This is an optimization exercise on Yosys and OpenROAD, whose aim is small area, not a production implementation. The RTL was checked by simulation tests, not by an equivalence proof against the original design. Power figures rest on the tool's default switching activity, not on a simulated workload.

== v6 ==
Design bisecur_codec, start of the top module:
module bisecur_codec (
    input  wire         clk,
    input  wire         rst,
    input  wire [31:0]  te_short,
    input  wire [31:0]  te_delta,
    input  wire         op_valid,
    input  wire [7:0]   op_code,
    input  wire         op_level,
    input  wire [31:0]  op_dur,
    input  wire         op_en,
    input  wire         op_src,
    input  wire         op_key_valid,
    input  wire         op_rep_valid,
    input  wire [15:0]  op_bit_count,
    input  wire [31:0]  op_repeat,
    input  wire [175:0] op_key,
    output reg          rsp_valid,
    output reg  [2:0]   rsp_status,
    output reg          rsp_sym_valid,
    output reg          rsp_sym_level,
    output reg  [31:0]  rsp_sym_dur,
    output reg          pkt_ready,
    output wire         rx_full,
    output wire [175:0] pkt_key,
    output wire [7:0]   pkt_calc,
    output wire         pkt_known,
    output wire         pkt_ok,
    output wire         pkt_valid
);
export LEC_CHECK = 0
export CAP_MARGIN = 20
export CORE_MARGIN = 2
export CORE_UTILIZATION = 40
export SLEW_MARGIN = 20
create_clock -name core_clock -period 14.0 [get_ports {clk}]
standard.sh (not shown) runs the stock make flow with config.mk's settings and CLKGATE_MAP_FILE= SYNTH_SCRIPT=/design/flow/synth_recipe.tcl, a recipe that flattens the netlist after the stock synthesis.
==> flow/flow/run.sh <==
#!/bin/bash
# Layout with the standard flow (standard.sh, unchanged synthesis), with two
# placement/CTS choices made through ORFS's own variables:
#  - every input and output port still gets a buffer, but the smallest one
#    (buf_1) instead of the delay cell buffer_ports picks by default;
#  - clock tree synthesis without dummy loads, built from clkbuf_4 with sink clusters of up to 10.
# The full output of the ORFS run goes to flow_make.log in this folder; each
# ORFS step also keeps its own log under orfs/logs/.
set -euo pipefail
export BUFFER_PORTS_ARGS="-buffer_cell sky130_fd_sc_hd__buf_1"
export CTS_ARGS="-sink_clustering_enable -repair_clock_nets -sink_clustering_size 10 -sink_clustering_max_diameter 50 -dont_use_dummy_load -buf_list sky130_fd_sc_hd__clkbuf_4"
bash standard.sh finish > flow_make.log 2>&1
For v20, these inputs were changed with respect to v6:
==> flow/flow/run.sh <==
#!/bin/bash
# Layout with the standard flow (standard.sh, unchanged synthesis), with two
# placement/CTS choices made through ORFS's own variables:
#  - every input and output port still gets a buffer, but the smallest one
#    (buf_1) instead of the delay cell buffer_ports picks by default;
#  - clock tree synthesis without dummy loads, built from clkbuf_4.
# The full output of the ORFS run goes to flow_make.log in this folder; each
# ORFS step also keeps its own log under orfs/logs/.
set -euo pipefail
export BUFFER_PORTS_ARGS="-buffer_cell sky130_fd_sc_hd__buf_1"
export CTS_ARGS="-sink_clustering_enable -repair_clock_nets -dont_use_dummy_load -buf_list sky130_fd_sc_hd__clkbuf_4"
bash standard.sh finish > flow_make.log 2>&1
## What came out
Timing, DRC, antenna: 0 failures across v6 and v20. Critical path depth grows by a few percent when moving from v6 to v20. Per the comparison of v20 with v6, end-of-flow core utilization +0.65 points, count of antenna diodes in the layout shows a reduction of 1. Re count of non-filler cells in the finished layout: v20 is about 1.5% up on v6. Delta (v20 minus v6): buffer count from post-CTS setup fixing flat; average cell area after synthesis ~0 delta; switching fraction of total power shows a reduction of 0.64 points; non-clock buffer share of cell area shows no meaningful change; total power now sits higher. Routed wire in v20 totals more than in v6. ~same combinational power in v6 and v20.
Changes in v46 relative to v20:
==> flow/run.sh (new file) <==
#!/bin/bash
# synth_recipe.tcl (not shown) runs the flow's synth.tcl, then flattens the netlist and writes it again
# the make line also repeats each setting of config.mk as NAME=value (left out here)
make -C /OpenROAD-flow-scripts/flow DESIGN_CONFIG=/design/flow/config.mk WORK_HOME=/design/flow/orfs CLKGATE_MAP_FILE= SYNTH_SCRIPT=/design/flow/synth_recipe.tcl finish
removed: flow/flow/run.sh
removed: flow/standard.sh
==> comparison <==
Delta (v46 minus v20): power rose 0.83 mW; area occupied by multi-input gates has remained practically unchanged; reported max-cap violation count essentially unchanged.
Reg2reg setup slack came out higher on v46 than on v20.
v46 gives less post-layout worst setup margin than v20 did.
For fill cell total of the finished layout, dividing the value from v20 by the value from v46 gives 1.07.
v46 vs v20, critical-path maximum fanout went down by 3.
The combinational power of v46 exceeds that of v20 by about 13%.
Of v46 and v20, it is v46 that has the lower share of power burned in combinational logic.
[inputs] v21 vs v46
==> flow/flow/run.sh (new file) <==
#!/bin/bash
# Layout with the standard flow (standard.sh, unchanged synthesis), with two
# placement/CTS choices made through ORFS's own variables:
#  - every input and output port still gets a buffer, but the smallest one
#    (buf_1) instead of the delay cell buffer_ports picks by default;
#  - clock tree synthesis without dummy loads.
# The full output of the ORFS run goes to flow_make.log in this folder; each
# ORFS step also keeps its own log under orfs/logs/.
set -euo pipefail
export BUFFER_PORTS_ARGS="-buffer_cell sky130_fd_sc_hd__buf_1"
export CTS_ARGS="-sink_clustering_enable -repair_clock_nets -dont_use_dummy_load ${FLOW_CTS_BUFS:-}"
bash standard.sh finish > flow_make.log 2>&1
==> flow/standard.sh (new file) <==
#!/bin/bash
# synth_recipe.tcl (not shown) runs the flow's synth.tcl, then flattens the netlist and writes it again
# the make line also repeats each setting of config.mk as NAME=value (left out here)
make -C /OpenROAD-flow-scripts/flow DESIGN_CONFIG=/design/flow/config.mk WORK_HOME=/design/flow/orfs CLKGATE_MAP_FILE= SYNTH_SCRIPT=/design/flow/synth_recipe.tcl "${@:-finish}"
removed: flow/run.sh
- Comparing v46 and v21, worst-case headroom to the max-slew limit is lower on v21.
- Final-layout clock-cell area share, v46 and v21: higher on v46
- Delta (v21 minus v46): setup slack moved up; total track usage moved down; maximum frequency moved up; final area moved down.
- The first-iteration DRC count reported for v21 is greater than that of v46 by 122.
- A path type of the worst setup path of register to register is what v21 shows, while input pin to register belongs to v46.
- Of v46 and v21, the run reporting the lower total power was v21.


Another version of the RTL of bisecur_codec (not shown whole).
Size in the first run: roughly 560 I/O pins, about 32000 um^2 of cells after synthesis.
==> flow/config.mk <==
export PLATFORM = sky130hd
export DESIGN_NAME = bisecur_codec
export DESIGN_NICKNAME = bisecur_codec
export VERILOG_FILES = /design/flow/design.v
export SDC_FILE = /design/flow/constraint.sdc
export NUM_CORES = 4
export LEC_CHECK = 0
export CAP_MARGIN = 20
export CORE_MARGIN = 2
export CORE_UTILIZATION = 40
export SLEW_MARGIN = 20
==> flow/constraint.sdc <==
create_clock -name core_clock -period 14.0 [get_ports {clk}]
set_input_delay 2.8000 -clock core_clock [delete_from_list [all_inputs] [get_ports {clk}]]
set_output_delay 2.8000 -clock core_clock [all_outputs]
set_load 0.01 [all_outputs]
==> flow/flow/run.sh <==
#!/bin/bash
# Layout flow: the standard synthesis (standard.sh synth, unchanged), then
# the combinational logic of its netlist re-mapped for area by ABC (registers
# and full-adder cells kept as they are, same names and cell types), then the
# standard ORFS layout (standard.sh finish) on that netlist, with:
#  - every input and output port buffered with buf_1;
#  - clock tree synthesis without dummy loads, built from clkbuf_4 with
#    sink clusters of up to 10 flip-flops.
# Logs in this folder: flow_synth.log (standard synthesis), flow_resyn.log
# (the re-mapping, Yosys and ABC), flow_make.log (the rest of the layout);
# each ORFS step also keeps its own log under orfs/logs/.
set -euo pipefail
HERE=$PWD
F=$HERE/flow
R=$HERE/orfs/results/$FLOW_PLATFORM/bisecur_codec/base
LIB=$FLOW_HOME/platforms/$FLOW_PLATFORM/lib/sky130_fd_sc_hd__tt_025C_1v80.lib
YOSYS=$FLOW_HOME/../tools/install/yosys/bin/yosys
export BUFFER_PORTS_ARGS="-buffer_cell sky130_fd_sc_hd__buf_1"
export CTS_ARGS="-sink_clustering_enable -repair_clock_nets -sink_clustering_size 10 -sink_clustering_max_diameter 50 -dont_use_dummy_load -buf_list sky130_fd_sc_hd__clkbuf_4"

bash standard.sh synth > flow_synth.log 2>&1
cp $R/1_2_yosys.v $HERE/std_synth.v
sed -e "s#@LIB@#$LIB#g" -e "s#@IN@#$HERE/std_synth.v#" -e "s#@TOP@#$FLOW_TOP#" \
    -e "s#@DONTUSE@#$(cat $F/dont_use.txt)#" -e "s#@ABC@#$F/abc.script#" \
    -e "s#@STAT@#$HERE/resyn_stat.txt#" -e "s#@OUT@#$HERE/resyn.v#" $F/resyn.ys.in > $HERE/resyn.ys
$YOSYS -s $HERE/resyn.ys > flow_resyn.log 2>&1
cp $HERE/resyn.v $R/1_2_yosys.v
rm -f $R/1_synth.odb $R/1_synth.sdc
bash standard.sh finish > flow_make.log 2>&1
Other scripts of this flow, unchanged in this note and not shown: flow/flow/abc.script, flow/flow/dont_use.txt, flow/flow/resyn.ys.in
The starting point went through all stages and came out clean.
Edit:
--- a/flow/flow/run.sh
+++ b/flow/flow/run.sh
@@ -7,3 +7,3 @@
 #  - clock tree synthesis without dummy loads, built from clkbuf_4 with
-#    sink clusters of up to 10 flip-flops.
+#    sink clusters of up to 8 flip-flops.
 # Logs in this folder: flow_synth.log (standard synthesis), flow_resyn.log
@@ -18,3 +18,3 @@
 export BUFFER_PORTS_ARGS="-buffer_cell sky130_fd_sc_hd__buf_1"
-export CTS_ARGS="-sink_clustering_enable -repair_clock_nets -sink_clustering_size 10 -sink_clustering_max_diameter 50 -dont_use_dummy_load -buf_list sky130_fd_sc_hd__clkbuf_4"
+export CTS_ARGS="-sink_clustering_enable -repair_clock_nets -sink_clustering_size 8 -sink_clustering_max_diameter 50 -dont_use_dummy_load -buf_list sky130_fd_sc_hd__clkbuf_4"
 
=> Worst setup slack is worse by 0.039 ns. Final cell count rises by about 0.33%. Sequential share of layout area falls by 0.10 points. Power rises by about 1.4%. Clock skew falls by 0.0035 ns. Die area stays the same. Maximum frequency hardly moves. Non-clock buffer count is unchanged. Synthesized cell count stays the same. Routed wire length rises by 0.33%.
Edit:
--- a/flow/flow/run.sh
+++ b/flow/flow/run.sh
@@ -7,3 +7,3 @@
 #  - clock tree synthesis without dummy loads, built from clkbuf_4 with
-#    sink clusters of up to 8 flip-flops.
+#    sink clusters of up to 10 flip-flops (35 um across).
 # Logs in this folder: flow_synth.log (standard synthesis), flow_resyn.log
@@ -18,3 +18,3 @@
 export BUFFER_PORTS_ARGS="-buffer_cell sky130_fd_sc_hd__buf_1"
-export CTS_ARGS="-sink_clustering_enable -repair_clock_nets -sink_clustering_size 8 -sink_clustering_max_diameter 50 -dont_use_dummy_load -buf_list sky130_fd_sc_hd__clkbuf_4"
+export CTS_ARGS="-sink_clustering_enable -repair_clock_nets -sink_clustering_size 10 -sink_clustering_max_diameter 35 -dont_use_dummy_load -buf_list sky130_fd_sc_hd__clkbuf_4"
 
The new run ran to the end with no violations. Combinational power is about the same. Via count rose slightly. Non-clock buffer count does not change. Worst hold slack is better by 0.0036 ns.

[afterwards: timing with drivers on the ports]
Ports are ideal in the flow. The routed layouts listed here were re-timed in OpenROAD. Step 1 sets driving cells, clkbuf_16 on the clock port and buf_2 on the other inputs (assumed; they add their load-dependent delay and slew). Step 2 adds t to the input delays and takes it off the output delays; t is the mean of the earliest and latest rising clock arrival at the registers after step 1. Input paths then give back, and output paths get back, about the clock's delay inside the block. Slacks: ideal ports / drivers / drivers and shift; pairs: ideal ports / drivers.
| run | t, ns | slack for setup (ns) | worst setup path after step 2 |
|---|---|---|---|
| v6 | 0.917 | 0.586 / 0.586 / 0.196 | input to register |
| v20 | 1.037 | 0.635 / 0.635 / 0.238 | input to register |
| v46 | 0.693 | 0.569 / 0.571 / -0.122 | input to register |
| v21 | 0.671 | 0.642 / 0.642 / 0.287 | input to register |
| the first run of note 2 | 0.935 | 0.427 / 0.465 / -0.471 | input to register |
| the second run of note 2 | 0.948 | 0.387 / 0.426 / -0.522 | input to register |
| the third run of note 2 | 0.971 | 0.415 / 0.456 / -0.515 | input to register |
Met with ideal ports but missed after step 2: setup timing in v46, the first run of note 2, the second run of note 2 and the third run of note 2. The setup slack of the third run of note 2, which loses most, moves by +0.041 ns with the drivers and by -0.930 ns with both steps.
